Context: an optimization exercise on an open-source flow, tuned for small area, a short achievable clock period and few clock cycles per item. The choices shown serve that exercise and are no tape-out recipe.
Function was checked by simulation only, so behaviour that the tests miss may differ from the original.

==> build 65: inputs <==
// tec_tick
module tec_tick (
    input  wire         clk,
    input  wire         rst,         
    input  wire         start,       
    input  wire         on,          
    input  wire [511:0] temp,        
    input  wire [511:0] w,           
    input  wire [31:0]  b0,
    input  wire [31:0]  b1,
    input  wire [31:0]  b2,
    input  wire [31:0]  a1,
    input  wire [31:0]  a2,
    input  wire [31:0]  off,
    input  wire [31:0]  lo,
    input  wire [31:0]  hi,
    output wire         ready,       
    output reg          done,        
    output reg  [31:0]  mix,
    output wire [31:0]  y
);
==> module tec_tick, before the edit <==
module tec_tick (
    input  wire         clk,
    input  wire         rst,         
    input  wire         start,       
    input  wire         on,          
    input  wire [511:0] temp,        
    input  wire [511:0] w,           
    input  wire [31:0]  b0,
    input  wire [31:0]  b1,
    input  wire [31:0]  b2,
    input  wire [31:0]  a1,
    input  wire [31:0]  a2,
    input  wire [31:0]  off,
    input  wire [31:0]  lo,
    input  wire [31:0]  hi,
    output wire         ready,       
    output reg          done,        
    output reg  [31:0]  mix,
    output wire [31:0]  y
);
    reg         idle;
    wire        busy = ~idle;
    reg  [4:0]  c;           
    reg         on_r;
    reg  [31:0] opa, opb, p, acc;
    reg  [31:0] x1, x2, y1, y2;
    assign ready = idle;
    assign y     = y1;
    reg         a_acc, b_acc, b_neg;      
    wire [31:0] add_a = a_acc ? acc : mix;
    wire [31:0] add_b0 = b_acc ? acc : p;
    wire [31:0] add_b = {add_b0[31] ^ b_neg, add_b0[30:0]};
    wire [31:0] sum;
    tec_fadd u_add (.a(add_a), .b(add_b), .s(sum));
    wire [31:0] prod;
    tec_fmul u_mul (.a(opa), .b(opb), .p(prod));
    reg  [31:0] opa_n, opb_n;
    reg  [21:0] sel;
    reg  [31:0] ta [0:21];
    reg  [31:0] tb [0:21];
    integer j;
    always @* begin
        for (j = 0; j < 16; j = j + 1) begin
            sel[j] = (c == j);
            ta[j]  = {32{sel[j]}} & temp[32*j +: 32];
            tb[j]  = {32{sel[j]}} & w[32*j +: 32];
        end
        sel[16] = (c == 5'd16) | (c == 5'd17);
        sel[17] = (c == 5'd18);
        sel[18] = (c == 5'd19);
        sel[19] = (c == 5'd20);
        sel[20] = (c == 5'd21);
        sel[21] = (c == 5'd22);
        ta[16] = {32{sel[16]}} & b1;  tb[16] = {32{sel[16]}} & x1;
        ta[17] = {32{sel[17]}} & b0;  tb[17] = {32{sel[17]}} & sum;
        ta[18] = {32{sel[18]}} & b2;  tb[18] = {32{sel[18]}} & x2;
        ta[19] = {32{sel[19]}} & a1;  tb[19] = {32{sel[19]}} & y1;
        ta[20] = {32{sel[20]}} & a2;  tb[20] = {32{sel[20]}} & y2;
        ta[21] = {32{sel[21]}} & lo;  tb[21] = {32{sel[21]}} & hi;
        opa_n = (((ta[0] | ta[1]) | (ta[2] | ta[3])) | ((ta[4] | ta[5]) | (ta[6] | ta[7])))
              | (((ta[8] | ta[9]) | (ta[10] | ta[11])) | ((ta[12] | ta[13]) | (ta[14] | ta[15])))
              | (((ta[16] | ta[17]) | (ta[18] | ta[19])) | (ta[20] | ta[21]));
        opb_n = (((tb[0] | tb[1]) | (tb[2] | tb[3])) | ((tb[4] | tb[5]) | (tb[6] | tb[7])))
              | (((tb[8] | tb[9]) | (tb[10] | tb[11])) | ((tb[12] | tb[13]) | (tb[14] | tb[15])))
              | (((tb[16] | tb[17]) | (tb[18] | tb[19])) | (tb[20] | tb[21]));
    end
    function automatic is_nan(input [31:0] v);
        is_nan = (v[30:23] == 8'hFF) && (v[22:0] != 0);
    endfunction
    function automatic f_lt(input [31:0] v, input [31:0] u);
        reg [31:0] kv, ku;
        begin
            kv = v[31] ? ~v : {1'b1, v[30:0]};
            ku = u[31] ? ~u : {1'b1, u[30:0]};
            f_lt = kv < ku;
        end
    endfunction
    wire        s_nan = is_nan(sum), l_nan = is_nan(opa), h_nan = is_nan(opb);
    wire        s_lt_l = f_lt(sum, opa);
    wire        h_lt_s = f_lt(opb, sum);
    wire        h_lt_l = f_lt(opb, opa);
    wire        z_is_l = l_nan ? 1'b0 : (s_nan | s_lt_l);              
    wire        z_nan  = s_nan & l_nan;
    wire        h_lt_z = z_is_l ? h_lt_l : h_lt_s;
    wire        y_is_h = h_nan ? 1'b0 : (z_nan | h_lt_z);              
    wire [31:0] y_new  = y_is_h ? opb : (z_is_l ? opa : sum);
    always @(posedge clk) begin
        opa <= opa_n;
        opb <= opb_n;
        p   <= prod;
        a_acc <= (c >= 5'd18);               
        b_acc <= (c == 5'd17);
        b_neg <= (c >= 5'd21);
        if (idle) begin
            on_r <= on;
            mix  <= 32'h00000000;
        end else if (c >= 5'd2 && c <= 5'd17)
            mix <= sum;
        if (idle || c <= 5'd18)
            acc <= off;                      
        else if (c == 5'd19)
            acc <= p;                        
        else
            acc <= sum;
        if (rst) begin
            idle <= 1'b1;
            c    <= 5'd0;
            done <= 1'b0;
            x1   <= 32'h00000000;
            x2   <= 32'h00000000;
            y1   <= 32'h00000000;
            y2   <= 32'h00000000;
        end else begin
            done <= 1'b0;
            if (idle) begin
                if (start) begin
                    idle <= 1'b0;
                    c    <= 5'd1;
                end
            end else begin
                c <= c + 5'd1;
                if (c == 5'd17 && !on_r) begin
                    idle <= 1'b1;
                    c    <= 5'd0;
                    done <= 1'b1;
                end
                if (c == 5'd19) begin
                    x1 <= opb;
                    x2 <= x1;
                end
                if (c == 5'd23) begin
                    y1   <= y_new;
                    y2   <= y1;
                    idle <= 1'b1;
                    c    <= 5'd0;
                    done <= 1'b1;
                end
            end
        end
    end
endmodule
Settings: LEC_CHECK=0, ABC_AREA=1, CAP_MARGIN=20, CORE_AREA=5 5 375 375, DIE_AREA=0 0 380 380, PLACE_DENSITY=0.65, SLEW_MARGIN=20; clock period 60.0 ns.
standard.sh (not shown) runs the stock make flow with config.mk's settings and CLKGATE_MAP_FILE= SYNTH_SCRIPT=/design/flow/synth_recipe.tcl, a recipe that flattens the netlist after the stock synthesis.
==> flow/flow/run.sh <==
#!/bin/bash
# Layout flow: the standard ORFS flow (standard.sh), run in two parts:
#  1. synthesis and floorplan as standard;
#  2. placement to the final layout, with
#     - plain buf_1 cells as the port buffers (instead of delay cells);
#     - the port pins placed by flow/pins.tcl before the IO placer runs, so
#       that the port bits feeding one operand-register bit sit together;
#     - a setup-slack target for the timing repair after clock-tree synthesis
#       and after global routing, so that the repair works towards the period
#       the design can reach rather than stopping at the design's 60 ns
#       clock, which every path already meets.
# Each part's full output goes to a log file of its own in this folder.
set -uo pipefail
export BUFFER_PORTS_ARGS="-buffer_cell sky130_fd_sc_hd__buf_1"
export PRE_IO_PLACEMENT_TCL="$PWD/flow/pins.tcl"
bash standard.sh synth floorplan > flow_1_synth_floorplan.log 2>&1 || exit 1
export SETUP_SLACK_MARGIN=47
bash standard.sh > flow_2_place_to_finish.log 2>&1 || exit 1
Other scripts of this flow, unchanged in this note and not shown: flow/flow/pins.tcl
==> inputs of trial 91, as changes to build 65 <==
--- a/flow/design.v
+++ b/flow/design.v
@@ -1407,36 +1407,13 @@
     tec_fadd u_add (.a(add_a), .b(add_b), .s(sum));
     wire [31:0] prod;
     tec_fmul u_mul (.a(opa), .b(opb), .p(prod));
-    reg  [31:0] opa_n, opb_n;
-    reg  [21:0] sel;
-    reg  [31:0] ta [0:21];
-    reg  [31:0] tb [0:21];
-    integer j;
-    always @* begin
-        for (j = 0; j < 16; j = j + 1) begin
-            sel[j] = (c == j);
-            ta[j]  = {32{sel[j]}} & temp[32*j +: 32];
-            tb[j]  = {32{sel[j]}} & w[32*j +: 32];
-        end
-        sel[16] = (c == 5'd16) | (c == 5'd17);
-        sel[17] = (c == 5'd18);
-        sel[18] = (c == 5'd19);
-        sel[19] = (c == 5'd20);
-        sel[20] = (c == 5'd21);
-        sel[21] = (c == 5'd22);
-        ta[16] = {32{sel[16]}} & b1;  tb[16] = {32{sel[16]}} & x1;
-        ta[17] = {32{sel[17]}} & b0;  tb[17] = {32{sel[17]}} & sum;
-        ta[18] = {32{sel[18]}} & b2;  tb[18] = {32{sel[18]}} & x2;
-        ta[19] = {32{sel[19]}} & a1;  tb[19] = {32{sel[19]}} & y1;
-        ta[20] = {32{sel[20]}} & a2;  tb[20] = {32{sel[20]}} & y2;
-        ta[21] = {32{sel[21]}} & lo;  tb[21] = {32{sel[21]}} & hi;
-        opa_n = (((ta[0] | ta[1]) | (ta[2] | ta[3])) | ((ta[4] | ta[5]) | (ta[6] | ta[7])))
-              | (((ta[8] | ta[9]) | (ta[10] | ta[11])) | ((ta[12] | ta[13]) | (ta[14] | ta[15])))
-              | (((ta[16] | ta[17]) | (ta[18] | ta[19])) | (ta[20] | ta[21]));
-        opb_n = (((tb[0] | tb[1]) | (tb[2] | tb[3])) | ((tb[4] | tb[5]) | (tb[6] | tb[7])))
-              | (((tb[8] | tb[9]) | (tb[10] | tb[11])) | ((tb[12] | tb[13]) | (tb[14] | tb[15])))
-              | (((tb[16] | tb[17]) | (tb[18] | tb[19])) | (tb[20] | tb[21]));
-    end
+    wire [31:0] opa_n, opb_n;
+    tec_opmux u_mux (
+        .c(c), .temp(temp), .w(w),
+        .b0(b0), .b1(b1), .b2(b2), .a1(a1), .a2(a2), .lo(lo), .hi(hi),
+        .x1(x1), .x2(x2), .y1(y1), .y2(y2), .x0(sum),
+        .opa_n(opa_n), .opb_n(opb_n)
+    );
     function automatic is_nan(input [31:0] v);
         is_nan = (v[30:23] == 8'hFF) && (v[22:0] != 0);
     endfunction
@@ -1512,3 +1489,52 @@
         end
     end
 endmodule
+module tec_opmux (
+    input  wire [4:0]   c,
+    input  wire [511:0] temp,
+    input  wire [511:0] w,
+    input  wire [31:0]  b0,
+    input  wire [31:0]  b1,
+    input  wire [31:0]  b2,
+    input  wire [31:0]  a1,
+    input  wire [31:0]  a2,
+    input  wire [31:0]  lo,
+    input  wire [31:0]  hi,
+    input  wire [31:0]  x1,
+    input  wire [31:0]  x2,
+    input  wire [31:0]  y1,
+    input  wire [31:0]  y2,
+    input  wire [31:0]  x0,
+    output reg  [31:0]  opa_n,
+    output reg  [31:0]  opb_n
+);
+    reg  [21:0] sel;
+    reg  [31:0] ta [0:21];
+    reg  [31:0] tb [0:21];
+    integer j;
+    always @* begin
+        for (j = 0; j < 16; j = j + 1) begin
+            sel[j] = (c == j);
+            ta[j]  = {32{sel[j]}} & temp[32*j +: 32];
+            tb[j]  = {32{sel[j]}} & w[32*j +: 32];
+        end
+        sel[16] = (c == 5'd16) | (c == 5'd17);
+        sel[17] = (c == 5'd18);
+        sel[18] = (c == 5'd19);
+        sel[19] = (c == 5'd20);
+        sel[20] = (c == 5'd21);
+        sel[21] = (c == 5'd22);
+        ta[16] = {32{sel[16]}} & b1;  tb[16] = {32{sel[16]}} & x1;
+        ta[17] = {32{sel[17]}} & b0;  tb[17] = {32{sel[17]}} & x0;
+        ta[18] = {32{sel[18]}} & b2;  tb[18] = {32{sel[18]}} & x2;
+        ta[19] = {32{sel[19]}} & a1;  tb[19] = {32{sel[19]}} & y1;
+        ta[20] = {32{sel[20]}} & a2;  tb[20] = {32{sel[20]}} & y2;
+        ta[21] = {32{sel[21]}} & lo;  tb[21] = {32{sel[21]}} & hi;
+        opa_n = (((ta[0] | ta[1]) | (ta[2] | ta[3])) | ((ta[4] | ta[5]) | (ta[6] | ta[7])))
+              | (((ta[8] | ta[9]) | (ta[10] | ta[11])) | ((ta[12] | ta[13]) | (ta[14] | ta[15])))
+              | (((ta[16] | ta[17]) | (ta[18] | ta[19])) | (ta[20] | ta[21]));
+        opb_n = (((tb[0] | tb[1]) | (tb[2] | tb[3])) | ((tb[4] | tb[5]) | (tb[6] | tb[7])))
+              | (((tb[8] | tb[9]) | (tb[10] | tb[11])) | ((tb[12] | tb[13]) | (tb[14] | tb[15])))
+              | (((tb[16] | tb[17]) | (tb[18] | tb[19])) | (tb[20] | tb[21]));
+    end
+endmodule
==> flow/flow/run.sh (replaced) <==
#!/bin/bash
# Layout flow: the standard ORFS flow (standard.sh), run in two parts:
#  2. placement to the final layout (standard.sh), with
#     - plain buf_1 cells as the port buffers (instead of delay cells);
#     - the port pins placed by flow/pins.tcl before the IO placer runs, so
#       that the port bits feeding one operand-register bit sit together;
#     - a setup-slack target for the timing repair after clock-tree synthesis
#       and after global routing, so that the repair works towards the period
#       the design can reach rather than stopping at the design's 60 ns
#       clock, which every path already meets.
# Each part's full output goes to a log file of its own in this folder.
set -uo pipefail
W=$PWD
export BUFFER_PORTS_ARGS="-buffer_cell sky130_fd_sc_hd__buf_1"
export PRE_IO_PLACEMENT_TCL="$W/flow/pins.tcl"
export SYNTH_KEEP_MODULES=tec_opmux
export MUX_ABC_SCRIPT="$W/flow/abc_mux.script"
export MAIN_ABC_SCRIPT="$W/flow/abc_main.script"
sed -e "s#SYNTH_SCRIPT=[^ ]*#SYNTH_SCRIPT=$W/flow/synth.tcl#" standard.sh > own_synth.sh
grep -q "SYNTH_SCRIPT=$W/flow/synth.tcl" own_synth.sh || exit 1
bash own_synth.sh synth floorplan > flow_1_synth_floorplan.log 2>&1 || exit 1
export SETUP_SLACK_MARGIN=46.5
bash standard.sh > flow_2_place_to_finish.log 2>&1 || exit 1
==> flow/flow/abc_main.script (new file) <==
strash
dch
map
topo
stime -c
buffer -c
upsize -c
dnsize -c
==> flow/flow/abc_mux.script (new file) <==
strash
&get -n
&st
&dch
&nf -R 1000
&put
topo
stime -c
==> flow/flow/synth.tcl (new file) <==
proc synth {args} { yosys synth -nofsm -noshare {*}$args }
proc abc {args} {
  set i [lsearch -exact $args -script]
  set margs $args
  lset margs [expr {$i + 1}] $::env(MUX_ABC_SCRIPT)
  yosys abc {*}$margs tec_opmux
  lset args [expr {$i + 1}] $::env(MAIN_ABC_SCRIPT)
  yosys abc {*}$args tec_tick
}
source $::env(SCRIPTS_DIR)/synth.tcl
# left out here: clear keep_hierarchy, flatten, clean up, hide names made inside functions, write 1_2_yosys.v
Settings changed: CTS_BUF_LIST from default to sky130_fd_sc_hd__clkbuf_4 sky130_fd_sc_hd__clkbuf_8.
==> metrics.md <==
| Metric | Value |
|---|---|
| Status | `no timing/DRC/antenna violations` |
| Dpl cell area | `63000 µm²` |
| Mapped Area | `56150 µm²` |
| Wl on met1 | `135100 µm` |
| WL per Instance | `29.51 µm` |
| Yosys warnings | `28` |
| Synth Area in Adders | `0.1760` |
| Mux cell area share after synthesis | `0.001604` |
That was build 65.
==> metrics.md <==
| Metric | Value |
|---|---|
| Status | `no timing/DRC/antenna violations` |
| Mux cell area share after synthesis | `0.0006988` |
| WL per Instance | `28.25 µm` |
| Yosys warnings | `29` |
| Dpl cell area | `64330 µm²` |
| Cells after Synth | `8512` |
| Final Hold Viols | `0` |
| Multi-input logic area | `46120 µm²` |
| Wl on met1 | `118200 µm` |
| Mapped Area | `57300 µm²` |
That was trial 91.
Testbench counts of build 65, summed over its fixed seeds: cycles 114,228, ticks 4,800.
Testbench counts of trial 91, summed over its fixed seeds: cycles 114,228, ticks 4,800.

-- afterwards: timing with drivers on the ports --
Ports are ideal in the flow. The routed layouts listed here were re-timed in OpenROAD.
Step 1 (the two cells are an assumption about what drives the block):
set clk [get_ports {clk}]
set_driving_cell -lib_cell sky130_fd_sc_hd__clkbuf_16 $clk
set_driving_cell -lib_cell sky130_fd_sc_hd__buf_2 [delete_from_list [all_inputs] $clk]
Step 2 also shifts input and output timing later by t, the mid clock arrival at the registers, as if the neighbouring blocks saw the same clock.
Three values: ideal ports, drivers, drivers and shift; two values: the first two.
run | t, ns | setup slack, ns | hold WS [ns] | worst setup path after step 2 | clock arrival spread, ns
build 65 | 0.738 | 46.740 / 46.657 / 46.371 | 0.451 / 0.451 / 0.451 | input to register | 0.042 / 0.042
trial 91 | 0.857 | 46.505 / 46.416 / 45.898 | 0.479 / 0.479 / 0.479 | input to register | 0.085 / 0.085
After both steps setup and hold are still met in every run listed. The setup slack of trial 91, which loses most, moves by -0.089 ns with the drivers and by -0.607 ns with both steps.
